Background: an optimization exercise with open tools, aiming at a short achievable clock period and few clock cycles. Do not read the settings as production practice.
Where RTL was checked, it was by simulation tests only, not by an equivalence proof against the original.
Power is estimated from default activity; no workload was simulated.

==> v19 <==
==> flow/design.v (excerpt) <==
module cvb (
    input  wire        clk,
    input  wire        rst,           
    input  wire        host_wr,
    input  wire [2:0]  host_waddr,
    input  wire [15:0] host_wdata,
    input  wire [2:0]  host_raddr,
    output wire [15:0] host_rdata,
    output wire        busy,
    output wire [2:0]  outcome,
    output wire        mem_en,
    output wire        mem_we,
    output wire [15:0] mem_addr,
    output wire [7:0]  mem_wdata,
    input  wire [7:0]  mem_rdata,
    output wire        poll_en,
    output wire [1:0]  poll_sel,      
    input  wire        poll_ans,
    output wire        put_en,
    output wire [7:0]  put_data,
    output wire        get_en,
    input  wire [7:0]  get_data,
    output wire        chs_valid,
    output wire [7:0]  chs_data,
    input  wire        chs_ready,
    input  wire        chs_err,
    input  wire        chr_valid,
    input  wire [7:0]  chr_data,
    input  wire        chr_err,
    output wire        chr_ready
);
    localparam [2:0] O_NONE    = 3'd0,
                     O_OK      = 3'd1,
                     O_TIMEOUT = 3'd2,
                     O_CHERR   = 3'd3,
  ...
export LEC_CHECK = 0
export CAP_MARGIN = 20
export CORE_MARGIN = 2
export CORE_UTILIZATION = 40
export PLACE_DENSITY = 0.6
export SETUP_SLACK_MARGIN = 3.0
export SLEW_MARGIN = 20
export SYNTH_HIERARCHICAL = 1
export SYNTH_MINIMUM_KEEP_SIZE = 0
create_clock -name core_clock -period 6.0 [get_ports {clk}]
run.sh (not shown) runs the stock make flow with config.mk's settings and CLKGATE_MAP_FILE= SYNTH_SCRIPT=/design/flow/synth_recipe.tcl, a recipe that flattens the netlist after the stock synthesis.
==> inputs of v38, as changes to v19 <==
--- a/flow/design.v
+++ b/flow/design.v
@@ -55,26 +55,32 @@
     reg [1:0]  poll_sel_r;
     reg [7:0]  rem;               
     reg [15:0] left;              
     reg        rdp;               
     reg [7:0]  pbuf;              
     reg [7:0]  q0, q1, q2, q3, q4;  
     reg [2:0]  qn;
+    reg        cv_r;              
+    reg        bsel;              
     reg [15:0] rp;                
     reg [4:0]  rleft;             
     reg        rleft_nz;
     reg [2:0]  occ;               
     reg [1:0]  trl_push;
     reg [2:0]  wn;                
     reg [15:0] wa, wb;            
     reg [4:0]  scnt;              
     reg [7:0]  rb;                
     reg        rbv, rbpar, apar;
     reg [15:0] sum;
     reg [7:0]  b30;
+    reg        qne;               
+    reg [7:0]  qd;
+    reg        pfin;              
+    reg [2:0]  pcode;
     reg [15:0] oaddr;             
     reg [15:0] oleft;             
     reg        rk_nb, rk_first, rk_last;    
     reg        dk_nb, dk_first, dk_last;    
     reg [15:0] daddr;             
     reg [15:0] dp1, dm1;          
     reg [15:0] hp1, hm1;          
@@ -89,35 +95,38 @@
     wire        op2     = (opb == 3'd2);
     wire        op3     = (opb == 3'd3);
     wire        op4     = (opb == 3'd4);
     wire        op5     = (opb == 3'd5);
     wire        st_wr   = cmdz & op1 & ok_wr;
     wire        st_wtr  = cmdz & op2 & ok_wtr;
     wire        st_enc  = cmdz & op3 & ptr_nz;
-    wire        st_dec  = cmdz & op4 & ptr_nz;       
+    wire        st_dec  = cmdz & op4 & ptr_nz;
     wire        st_rsy  = cmdz & op5 & ok_rsy;
     cvb_o_mem_en u_mem_en (
         .host_wr(host_wr), .host_waddr(host_waddr), .opc(host_wdata[7:0]), .busy(busy_r),
         .ok_wr(ok_wr), .ok_rsy(ok_rsy), .chr_valid(chr_valid), .chr_err(chr_err),
-        .m_dec(m_dec), .r(mem_en_r), .q(mem_en)
+        .dq(m_dec & qne), .dr(m_dec & chr_ready_r), .r(mem_en_r), .q(mem_en)
     );
-    assign mem_we = mem_we_r | (m_dec & chr_valid & ~chr_err);
+    assign mem_we = mem_we_r | (m_dec & qne) | (m_dec & chr_ready_r & chr_valid & ~chr_err);
     cvb_o_op1 u_poll_en (
         .host_wr(host_wr), .host_waddr(host_waddr), .opc(host_wdata[7:0]), .busy(busy_r),
         .ok(ok_wr), .r(poll_en_r), .q(poll_en)
     );
     cvb_o_op2 u_put_en (
         .host_wr(host_wr), .host_waddr(host_waddr), .opc(host_wdata[7:0]), .busy(busy_r),
         .ok(ok_wtr), .r(put_en_r), .q(put_en)
     );
     cvb_o_op3 u_chs_valid (
         .host_wr(host_wr), .host_waddr(host_waddr), .opc(host_wdata[7:0]), .busy(busy_r),
-        .ok(ptr_nz), .r(qn != 3'd0), .q(chs_valid)
+        .ok(ptr_nz), .r(cv_r), .q(chs_valid)
+    );
+    cvb_o_op4 u_chr_ready (
+        .host_wr(host_wr), .host_waddr(host_waddr), .opc(host_wdata[7:0]), .busy(busy_r),
+        .ok(ptr_nz), .r(chr_ready_r), .q(chr_ready)
     );
-    assign chr_ready = chr_ready_r;
     cvb_rdbit u_rd0  (.a(host_raddr), .d1(status[0]), .d2(ptr[0]),  .d3(len[0]),  .d4(fill[0]), .d5(limit[0]), .d6(res[0]),  .q(host_rdata[0]));
     cvb_rdbit u_rd1  (.a(host_raddr), .d1(status[1]), .d2(ptr[1]),  .d3(len[1]),  .d4(fill[1]), .d5(limit[1]), .d6(res[1]),  .q(host_rdata[1]));
     cvb_rdbit u_rd2  (.a(host_raddr), .d1(status[2]), .d2(ptr[2]),  .d3(len[2]),  .d4(fill[2]), .d5(limit[2]), .d6(res[2]),  .q(host_rdata[2]));
     cvb_rdbit u_rd3  (.a(host_raddr), .d1(1'b0),      .d2(ptr[3]),  .d3(len[3]),  .d4(fill[3]), .d5(limit[3]), .d6(res[3]),  .q(host_rdata[3]));
     cvb_rdbit u_rd4  (.a(host_raddr), .d1(1'b0),      .d2(ptr[4]),  .d3(len[4]),  .d4(fill[4]), .d5(limit[4]), .d6(res[4]),  .q(host_rdata[4]));
     cvb_rdbit u_rd5  (.a(host_raddr), .d1(1'b0),      .d2(ptr[5]),  .d3(len[5]),  .d4(fill[5]), .d5(limit[5]), .d6(res[5]),  .q(host_rdata[5]));
     cvb_rdbit u_rd6  (.a(host_raddr), .d1(1'b0),      .d2(ptr[6]),  .d3(len[6]),  .d4(fill[6]), .d5(limit[6]), .d6(res[6]),  .q(host_rdata[6]));
@@ -129,30 +138,32 @@
     cvb_rdbit u_rd12 (.a(host_raddr), .d1(1'b0),      .d2(ptr[12]), .d3(len[12]), .d4(1'b0),    .d5(1'b0),     .d6(res[12]), .q(host_rdata[12]));
     cvb_rdbit u_rd13 (.a(host_raddr), .d1(1'b0),      .d2(ptr[13]), .d3(len[13]), .d4(1'b0),    .d5(1'b0),     .d6(res[13]), .q(host_rdata[13]));
     cvb_rdbit u_rd14 (.a(host_raddr), .d1(1'b0),      .d2(ptr[14]), .d3(len[14]), .d4(1'b0),    .d5(1'b0),     .d6(res[14]), .q(host_rdata[14]));
     cvb_rdbit u_rd15 (.a(host_raddr), .d1(1'b0),      .d2(ptr[15]), .d3(len[15]), .d4(1'b0),    .d5(1'b0),     .d6(res[15]), .q(host_rdata[15]));
     assign busy      = busy_r;
     assign outcome   = status;
     assign mem_addr  = busy_r ? maddr : ptr;
-    assign mem_wdata = m_wtr ? get_data : (m_dec ? chr_data : wreg);
+    assign mem_wdata = m_wtr ? get_data : (m_dec ? (qne ? qd : chr_data) : wreg);
     assign poll_sel  = poll_sel_r & {2{busy_r}};
     assign put_data  = (rdp & m_wr) ? mem_rdata : (m_wr ? pbuf : fill);
     assign get_en    = get_en_r;
-    assign chs_data  = q0;
+    assign chs_data  = bsel ? mem_rdata : q0;    
     wire        hw_ok   = host_wr & idle_r;
     wire [15:0] ptr_n   = (hw_ok && host_waddr == 3'd2) ? host_wdata : ptr;
     wire [15:0] len_n   = (hw_ok && host_waddr == 3'd3) ? host_wdata : len;
     wire [7:0]  lim_n   = (hw_ok && host_waddr == 3'd5) ? host_wdata[7:0] : limit;
     wire        lastp   = (rem == 8'd1);
     wire        lastb   = (left == 16'd1);
     wire        rd_now   = mem_en_r & ~mem_we_r;
     wire        pop      = m_enc & (qn != 3'd0) & chs_ready;
+    wire        byp_x    = m_enc & (qn == 3'd0) & rdp & chs_ready;    
+    wire        xfer     = pop | byp_x;
     wire        sum_done = ~rleft_nz & ~rd_now & ~rdp & ~rbv;
     wire        push_t   = m_enc & sum_done & (trl_push != 2'd0) & (qn != 3'd5);
-    wire        push     = (m_enc & rdp) | push_t;
+    wire        push     = (m_enc & rdp & ~byp_x) | push_t;
     wire [7:0]  pushd    = rdp ? mem_rdata : (trl_push[0] ? ~sum[7:0] : ~sum[15:8]);
     wire [2:0]  qa       = qn - {2'd0, pop};           
     wire [2:0]  qn_next  = qa + {2'd0, push};
     wire        rd_ok    = rleft_nz & (occ <= 3'd4);
     wire        wr_ok    = ~wn[2] & (~wn[1] | sum_done);
     wire        is20    = (mem_rdata == 8'h20);
     wire        is40    = (mem_rdata == 8'h40);
@@ -189,14 +200,16 @@
             sub  <= 2'd0;
             mem_en_r <= 1'b0; mem_we_r <= 1'b0;
             poll_en_r <= 1'b0; put_en_r <= 1'b0; get_en_r <= 1'b0; chr_ready_r <= 1'b0;
             poll_sel_r <= 2'd0;
             q0   <= 8'h20;
             rdp  <= 1'b0;
             qn   <= 3'd0;
+            cv_r <= 1'b0;
+            bsel <= 1'b0;
             rbv  <= 1'b0;
             hv   <= 1'b0;
             rk_nb <= 1'b0;
             dk_nb <= 1'b0;
         end else begin
             rdp      <= rd_now;
             dk_nb    <= rk_nb;
@@ -236,47 +249,52 @@
                 occ        <= chs_ready ? 3'd2 : 3'd3;
                 wn         <= 3'd0;
                 wa         <= ptr;
                 wb         <= ptr + 16'd30;
                 trl_push   <= 2'b11;
                 apar       <= 1'b0;
                 sum        <= opb[2] ? 16'd0 : 16'h4020;
-                scnt       <= {4'd0, ~opb[2] & chs_ready};
+                scnt       <= {4'd0, opb[2] ? chr_valid : chs_ready};
                 rb         <= chr_data;
                 rbpar      <= 1'b0;
-                rbv        <= 1'b0;
+                rbv        <= opb[2] & chr_valid;
+                qne        <= chr_valid;
+                qd         <= chr_data;
+                pfin       <= 1'b0;
                 dk_nb      <= 1'b0;
                 dk_first   <= 1'b1;
                 dk_last    <= 1'b0;
                 daddr      <= ptr;
                 dp1        <= ptr + 16'd1;
                 dm1        <= ptr - 16'd1;
                 hv         <= 1'b0;
                 rk_nb      <= 1'b0;
                 rk_first   <= 1'b0;
                 rk_last    <= len_eq3;
                 oaddr      <= ptr + 16'd4;
                 oleft      <= len_ge3 ? rsy_n - 16'd2 : 16'd0;
                 busy_r      <= (st_wr & (poll_ans | lim_gt1)) | (st_wtr & lim_nz) | st_enc |
-                               st_dec | st_rsy;
+                               (st_dec & ~(chr_valid & chr_err)) | st_rsy;
                 idle_r      <= ~((st_wr & (poll_ans | lim_gt1)) | (st_wtr & lim_nz) | st_enc |
-                                 st_dec | st_rsy);
+                                 (st_dec & ~(chr_valid & chr_err)) | st_rsy);
                 m_wr        <= st_wr & (poll_ans | lim_gt1);
                 m_wtr       <= st_wtr & lim_nz;
                 m_enc       <= st_enc;
-                m_dec       <= st_dec;
+                m_dec       <= st_dec & ~(chr_valid & chr_err);
                 m_rsy       <= st_rsy;
                 mem_en_r    <= (st_wr & poll_ans & len_ge2) | st_enc | (st_rsy & len_ge3);
                 mem_we_r    <= 1'b0;
                 poll_en_r   <= (st_wr & ~poll_ans & lim_gt1) | (st_wtr & lim_nz);
                 put_en_r    <= st_wr & poll_ans;
                 get_en_r    <= 1'b0;
-                chr_ready_r <= st_dec;
+                chr_ready_r <= st_dec & ~(chr_valid & chr_err);
                 q0          <= (st_enc & chs_ready) ? 8'h40 : 8'h20;
                 qn          <= st_enc ? (chs_ready ? 3'd1 : 3'd2) : 3'd0;
+                cv_r        <= st_enc;
+                bsel        <= 1'b0;
                 if (cmd_wr) begin
                     if (host_wdata[7:3] != 5'd0 || opb == 3'd0 || opb[2:1] == 2'b11) begin
                         status <= O_ILLEGAL;
                     end else if (op1) begin
                         if (!(ptr_nz && len_nz)) begin
                             status <= O_INVAL;
                         end else if (!lim_nz || (!poll_ans && !lim_gt1)) begin
@@ -291,14 +309,16 @@
                     end else if (op3) begin
                         if (!ptr_nz) begin
                             status <= O_INVAL;
                         end
                     end else if (op4) begin
                         if (!ptr_nz) begin
                             status <= O_INVAL;
+                        end else if (chr_valid && chr_err) begin
+                            status <= O_CHERR;
                         end
                     end else begin
                         if (!(ptr_nz && len_nz)) begin
                             status <= O_INVAL;
                             res <= 16'd0;
                         end else if (!len_ge2) begin
                             status <= O_NOTF;
@@ -397,15 +417,17 @@
                         3'd1: q1 <= pushd;
                         3'd2: q2 <= pushd;
                         3'd3: q3 <= pushd;
                         default: q4 <= pushd;
                     endcase
                 end
                 qn <= qn_next;
-                occ <= occ - {2'd0, pop} + {2'd0, push_t} + {2'd0, rd_ok};
+                cv_r <= (qn_next != 3'd0) | rd_now;
+                bsel <= (qn_next == 3'd0);
+                occ <= occ - {2'd0, xfer} + {2'd0, push_t} + {2'd0, rd_ok};
                 if (push_t) trl_push <= trl_push[0] ? 2'b10 : 2'b00;
                 rbv   <= rdp;
                 rb    <= mem_rdata;
                 rbpar <= apar;
                 if (rdp) apar <= ~apar;
                 if (rd_ok) begin
                     mem_en_r <= 1'b1;
@@ -421,36 +443,48 @@
                     wa       <= wn[0] ? wb : wa + 16'd1;
                     wreg     <= wn[1] ? (wn[0] ? ~sum[15:8] : ~sum[7:0]) : (wn[0] ? 8'h40 : 8'h20);
                     wn       <= wn + 3'd1;
                 end else begin
                     mem_en_r <= 1'b0;
                     mem_we_r <= 1'b0;
                 end
-                if (pop) begin
+                if (xfer) begin
                     scnt <= scnt + 5'd1;
                     if (scnt == 5'd31) begin
                         fin = 1'b1; fcode = chs_err ? O_CHERR : O_OK;
                     end
                 end
             end
             if (m_dec) begin
                 rbv <= 1'b0;
-                if (chr_valid) begin
-                    if (chr_err) begin
-                        fin = 1'b1; fcode = O_CHERR;
-                    end else begin
-                        maddr <= maddr + 16'd1;
-                        scnt  <= scnt + 5'd1;
-                        rb    <= chr_data;
-                        rbv   <= (scnt < 5'd30);
-                        rbpar <= scnt[0];
-                        if (scnt == 5'd30) b30 <= chr_data;
-                        if (scnt == 5'd31) begin
-                            fin = 1'b1;
-                            fcode = ((chr_data == ~sum[15:8]) && (b30 == ~sum[7:0])) ? O_OK : O_MALF;
+                if (pfin) begin
+                    fin = 1'b1; fcode = pcode;
+                end else begin
+                    qne <= qne & chr_valid & ~chr_err;
+                    if (qne) qd <= chr_data;
+                    if (qne | (chr_valid & ~chr_err)) maddr <= maddr + 16'd1;
+                    if (chr_valid) begin
+                        if (chr_err) begin
+                            fin = 1'b1; fcode = O_CHERR;
+                        end else begin
+                            scnt  <= scnt + 5'd1;
+                            rb    <= chr_data;
+                            rbv   <= (scnt < 5'd30);
+                            rbpar <= scnt[0];
+                            if (scnt == 5'd30) b30 <= chr_data;
+                            if (scnt == 5'd31) begin
+                                if (qne) begin
+                                    pfin        <= 1'b1;
+                                    chr_ready_r <= 1'b0;
+                                    pcode       <= ((chr_data == ~sum[15:8]) && (b30 == ~sum[7:0])) ? O_OK : O_MALF;
+                                end else begin
+                                    fin = 1'b1;
+                                    fcode = ((chr_data == ~sum[15:8]) && (b30 == ~sum[7:0])) ? O_OK : O_MALF;
+                                end
+                            end
                         end
                     end
                 end
             end
             if (m_rsy) begin
                 if (use_h) hv <= 1'b0;
                 if (arr_ev & nb_now) begin
@@ -501,31 +535,42 @@
                 mem_en_r    <= 1'b0;
                 mem_we_r    <= 1'b0;
                 poll_en_r   <= 1'b0;
                 put_en_r    <= 1'b0;
                 get_en_r    <= 1'b0;
                 chr_ready_r <= 1'b0;
                 qn          <= 3'd0;
+                cv_r        <= 1'b0;
+                bsel        <= 1'b0;
                 q0          <= 8'h20;
                 hv          <= 1'b0;
                 rk_nb       <= 1'b0;
             end
         end
     end
 endmodule
 module cvb_o_mem_en (
     input  wire       host_wr,
     input  wire [2:0] host_waddr,
     input  wire [7:0] opc,
-    input  wire       busy, ok_wr, ok_rsy, chr_valid, chr_err, m_dec, r,
+    input  wire       busy, ok_wr, ok_rsy, chr_valid, chr_err, dq, dr, r,
     output wire       q
 );
     wire cmdz = host_wr & (host_waddr == 3'd0) & ~busy & (opc[7:3] == 5'd0);
-    assign q = r | (cmdz & (((opc[2:0] == 3'd1) & ok_wr) | ((opc[2:0] == 3'd5) & ok_rsy))) |
-               (m_dec & chr_valid & ~chr_err);
+    assign q = r | dq | (cmdz & (((opc[2:0] == 3'd1) & ok_wr) | ((opc[2:0] == 3'd5) & ok_rsy))) |
+               (dr & chr_valid & ~chr_err);
+endmodule
+module cvb_o_op4 (
+    input  wire       host_wr,
+    input  wire [2:0] host_waddr,
+    input  wire [7:0] opc,
+    input  wire       busy, ok, r,
+    output wire       q
+);
+    assign q = r | (host_wr & (host_waddr == 3'd0) & ~busy & (opc == 8'h04) & ok);
 endmodule
 module cvb_o_op1 (
     input  wire       host_wr,
     input  wire [2:0] host_waddr,
     input  wire [7:0] opc,
     input  wire       busy, ok, r,
     output wire       q
==> flow/config.mk (replaced) <==
export PLATFORM = sky130hd
export DESIGN_NAME = cvb
export DESIGN_NICKNAME = cvb
export VERILOG_FILES = /design/flow/design.v
export SDC_FILE = /design/flow/constraint.sdc
export NUM_CORES = 4
export LEC_CHECK = 0
export CAP_MARGIN = 20
export CORE_MARGIN = 2
export CORE_UTILIZATION = 60
export PLACE_DENSITY = 0.7
export SETUP_SLACK_MARGIN = 2.8
export SLEW_MARGIN = 20
export SYNTH_HIERARCHICAL = 1
export SYNTH_MINIMUM_KEEP_SIZE = 0
==> inputs of v25, as changes to v19 <==
--- a/flow/design.v
+++ b/flow/design.v
@@ -107,15 +107,15 @@
     );
     cvb_o_op2 u_put_en (
         .host_wr(host_wr), .host_waddr(host_waddr), .opc(host_wdata[7:0]), .busy(busy_r),
         .ok(ok_wtr), .r(put_en_r), .q(put_en)
     );
     cvb_o_op3 u_chs_valid (
         .host_wr(host_wr), .host_waddr(host_waddr), .opc(host_wdata[7:0]), .busy(busy_r),
-        .ok(ptr_nz), .r(qn != 3'd0), .q(chs_valid)
+        .ok(ptr_nz), .r((qn != 3'd0) | (m_enc & rdp)), .q(chs_valid)
     );
     assign chr_ready = chr_ready_r;
     cvb_rdbit u_rd0  (.a(host_raddr), .d1(status[0]), .d2(ptr[0]),  .d3(len[0]),  .d4(fill[0]), .d5(limit[0]), .d6(res[0]),  .q(host_rdata[0]));
     cvb_rdbit u_rd1  (.a(host_raddr), .d1(status[1]), .d2(ptr[1]),  .d3(len[1]),  .d4(fill[1]), .d5(limit[1]), .d6(res[1]),  .q(host_rdata[1]));
     cvb_rdbit u_rd2  (.a(host_raddr), .d1(status[2]), .d2(ptr[2]),  .d3(len[2]),  .d4(fill[2]), .d5(limit[2]), .d6(res[2]),  .q(host_rdata[2]));
     cvb_rdbit u_rd3  (.a(host_raddr), .d1(1'b0),      .d2(ptr[3]),  .d3(len[3]),  .d4(fill[3]), .d5(limit[3]), .d6(res[3]),  .q(host_rdata[3]));
     cvb_rdbit u_rd4  (.a(host_raddr), .d1(1'b0),      .d2(ptr[4]),  .d3(len[4]),  .d4(fill[4]), .d5(limit[4]), .d6(res[4]),  .q(host_rdata[4]));
@@ -133,26 +133,28 @@
     assign busy      = busy_r;
     assign outcome   = status;
     assign mem_addr  = busy_r ? maddr : ptr;
     assign mem_wdata = m_wtr ? get_data : (m_dec ? chr_data : wreg);
     assign poll_sel  = poll_sel_r & {2{busy_r}};
     assign put_data  = (rdp & m_wr) ? mem_rdata : (m_wr ? pbuf : fill);
     assign get_en    = get_en_r;
-    assign chs_data  = q0;
+    assign chs_data  = (m_enc & (qn == 3'd0)) ? mem_rdata : q0;    
     wire        hw_ok   = host_wr & idle_r;
     wire [15:0] ptr_n   = (hw_ok && host_waddr == 3'd2) ? host_wdata : ptr;
     wire [15:0] len_n   = (hw_ok && host_waddr == 3'd3) ? host_wdata : len;
     wire [7:0]  lim_n   = (hw_ok && host_waddr == 3'd5) ? host_wdata[7:0] : limit;
     wire        lastp   = (rem == 8'd1);
     wire        lastb   = (left == 16'd1);
     wire        rd_now   = mem_en_r & ~mem_we_r;
     wire        pop      = m_enc & (qn != 3'd0) & chs_ready;
+    wire        byp_x    = m_enc & (qn == 3'd0) & rdp & chs_ready;    
+    wire        xfer     = pop | byp_x;
     wire        sum_done = ~rleft_nz & ~rd_now & ~rdp & ~rbv;
     wire        push_t   = m_enc & sum_done & (trl_push != 2'd0) & (qn != 3'd5);
-    wire        push     = (m_enc & rdp) | push_t;
+    wire        push     = (m_enc & rdp & ~byp_x) | push_t;
     wire [7:0]  pushd    = rdp ? mem_rdata : (trl_push[0] ? ~sum[7:0] : ~sum[15:8]);
     wire [2:0]  qa       = qn - {2'd0, pop};           
     wire [2:0]  qn_next  = qa + {2'd0, push};
     wire        rd_ok    = rleft_nz & (occ <= 3'd4);
     wire        wr_ok    = ~wn[2] & (~wn[1] | sum_done);
     wire        is20    = (mem_rdata == 8'h20);
     wire        is40    = (mem_rdata == 8'h40);
@@ -397,15 +399,15 @@
                         3'd1: q1 <= pushd;
                         3'd2: q2 <= pushd;
                         3'd3: q3 <= pushd;
                         default: q4 <= pushd;
                     endcase
                 end
                 qn <= qn_next;
-                occ <= occ - {2'd0, pop} + {2'd0, push_t} + {2'd0, rd_ok};
+                occ <= occ - {2'd0, xfer} + {2'd0, push_t} + {2'd0, rd_ok};
                 if (push_t) trl_push <= trl_push[0] ? 2'b10 : 2'b00;
                 rbv   <= rdp;
                 rb    <= mem_rdata;
                 rbpar <= apar;
                 if (rdp) apar <= ~apar;
                 if (rd_ok) begin
                     mem_en_r <= 1'b1;
@@ -421,15 +423,15 @@
                     wa       <= wn[0] ? wb : wa + 16'd1;
                     wreg     <= wn[1] ? (wn[0] ? ~sum[15:8] : ~sum[7:0]) : (wn[0] ? 8'h40 : 8'h20);
                     wn       <= wn + 3'd1;
                 end else begin
                     mem_en_r <= 1'b0;
                     mem_we_r <= 1'b0;
                 end
-                if (pop) begin
+                if (xfer) begin
                     scnt <= scnt + 5'd1;
                     if (scnt == 5'd31) begin
                         fin = 1'b1; fcode = chs_err ? O_CHERR : O_OK;
                     end
                 end
             end
             if (m_dec) begin
==> flow/config.mk (replaced) <==
export PLATFORM = sky130hd
export DESIGN_NAME = cvb
export DESIGN_NICKNAME = cvb
export VERILOG_FILES = /design/flow/design.v
export SDC_FILE = /design/flow/constraint.sdc
export NUM_CORES = 4
export LEC_CHECK = 0
export CAP_MARGIN = 20
export CORE_MARGIN = 2
export CORE_UTILIZATION = 60
export PLACE_DENSITY = 0.7
export SETUP_SLACK_MARGIN = 3.0
export SLEW_MARGIN = 20
export SYNTH_HIERARCHICAL = 1
export SYNTH_MINIMUM_KEEP_SIZE = 0
==> summary.txt <==
| quantity | v38 | v25 | v19 |
|---|---|---|---|
| Capturing element type of the critical path | flip-flop | output pin | output pin |
| Count of flip-flops with a built-in enable after synthesis | 350 | 338 | 338 |
| Detailed placer's ending HPWL | 65.13 mm | 62.04 mm | 62.19 mm |
| Core area | 46560 µm² | 44320 µm² | 66920 µm² |
| Post-CTS Setup Repair Bufs | 18 | 58 | 33 |
| Initial antenna violation count | 0 | 3 | 0 |
| Startpoint type of the worst setup path | input pin | flip-flop | input pin |
| Required time reported for the critical path endpoint | 6360 ps | 4800 ps | 4800 ps |
| Portion of total power attributed to the clock network | 43.3% | 41.4% | 43.6% |
| Maximum clock skew at final layout | 31.66 ps | 12.62 ps | 24.18 ps |
| Largest net degree at the start of global routing | 120 | 168 | 76 |
| Routed length on met2 | 42.88 mm | 43.81 mm | 42.52 mm |
| Via-to-Cell Ratio | 6.834 | 6.838 | 6.140 |
| Adder and majority cell fraction of the synthesized area | 2.366% | 2.452% | 2.453% |
| Result of the run | finished clean | finished clean | finished clean |
| Clock buffers created by TritonCTS | 51 | 48 | 51 |
| Non-clock inverter count in the final layout | 82 | 85 | 80 |
Testbench counts of v38, summed over its fixed seeds: cycles 34,524.
No functional check of the RTL was part of v19 and v25.

-- what the ideal ports hide --
The flow's constraints put no driver on any port. The routed layouts listed below were extracted and timed again, unchanged, in two steps.
Step 1 sets driving cells, clkbuf_16 on the clock port and buf_2 on the other inputs (assumed; they add their load-dependent delay and slew).
Step 2 adds t to the input delays and takes it off the output delays; t is the mean of the earliest and latest rising clock arrival at the registers after step 1. Input paths then give back, and output paths get back, about the clock's delay inside the block.
Slacks: no drivers / after step 1 / after step 2; pairs: no drivers / after step 1.
| run | shift t [ns] | slack for setup (ns) | hold slack, ns | latest minus earliest clock arrival (ns) | worst slew at a driven data input, ns |
|---|---|---|---|---|---|
| v19 | 0.659 | 2.718 / 2.355 / 2.355 | 0.451 / 0.451 / 0.451 | 0.026 / 0.026 | 0.48 |
| v38 | 0.672 | 2.760 / 2.445 / 2.105 | 0.452 / 0.452 / 0.452 | 0.032 / 0.032 | 0.37 |
| v25 | 0.663 | 2.676 / 2.407 / 2.252 | 0.450 / 0.450 / 0.450 | 0.013 / 0.013 | 0.42 |
After both steps setup and hold are still met in every run listed. For v38, which loses most, drivers alone change the setup slack by -0.315 ns; drivers and shift together by -0.655 ns.
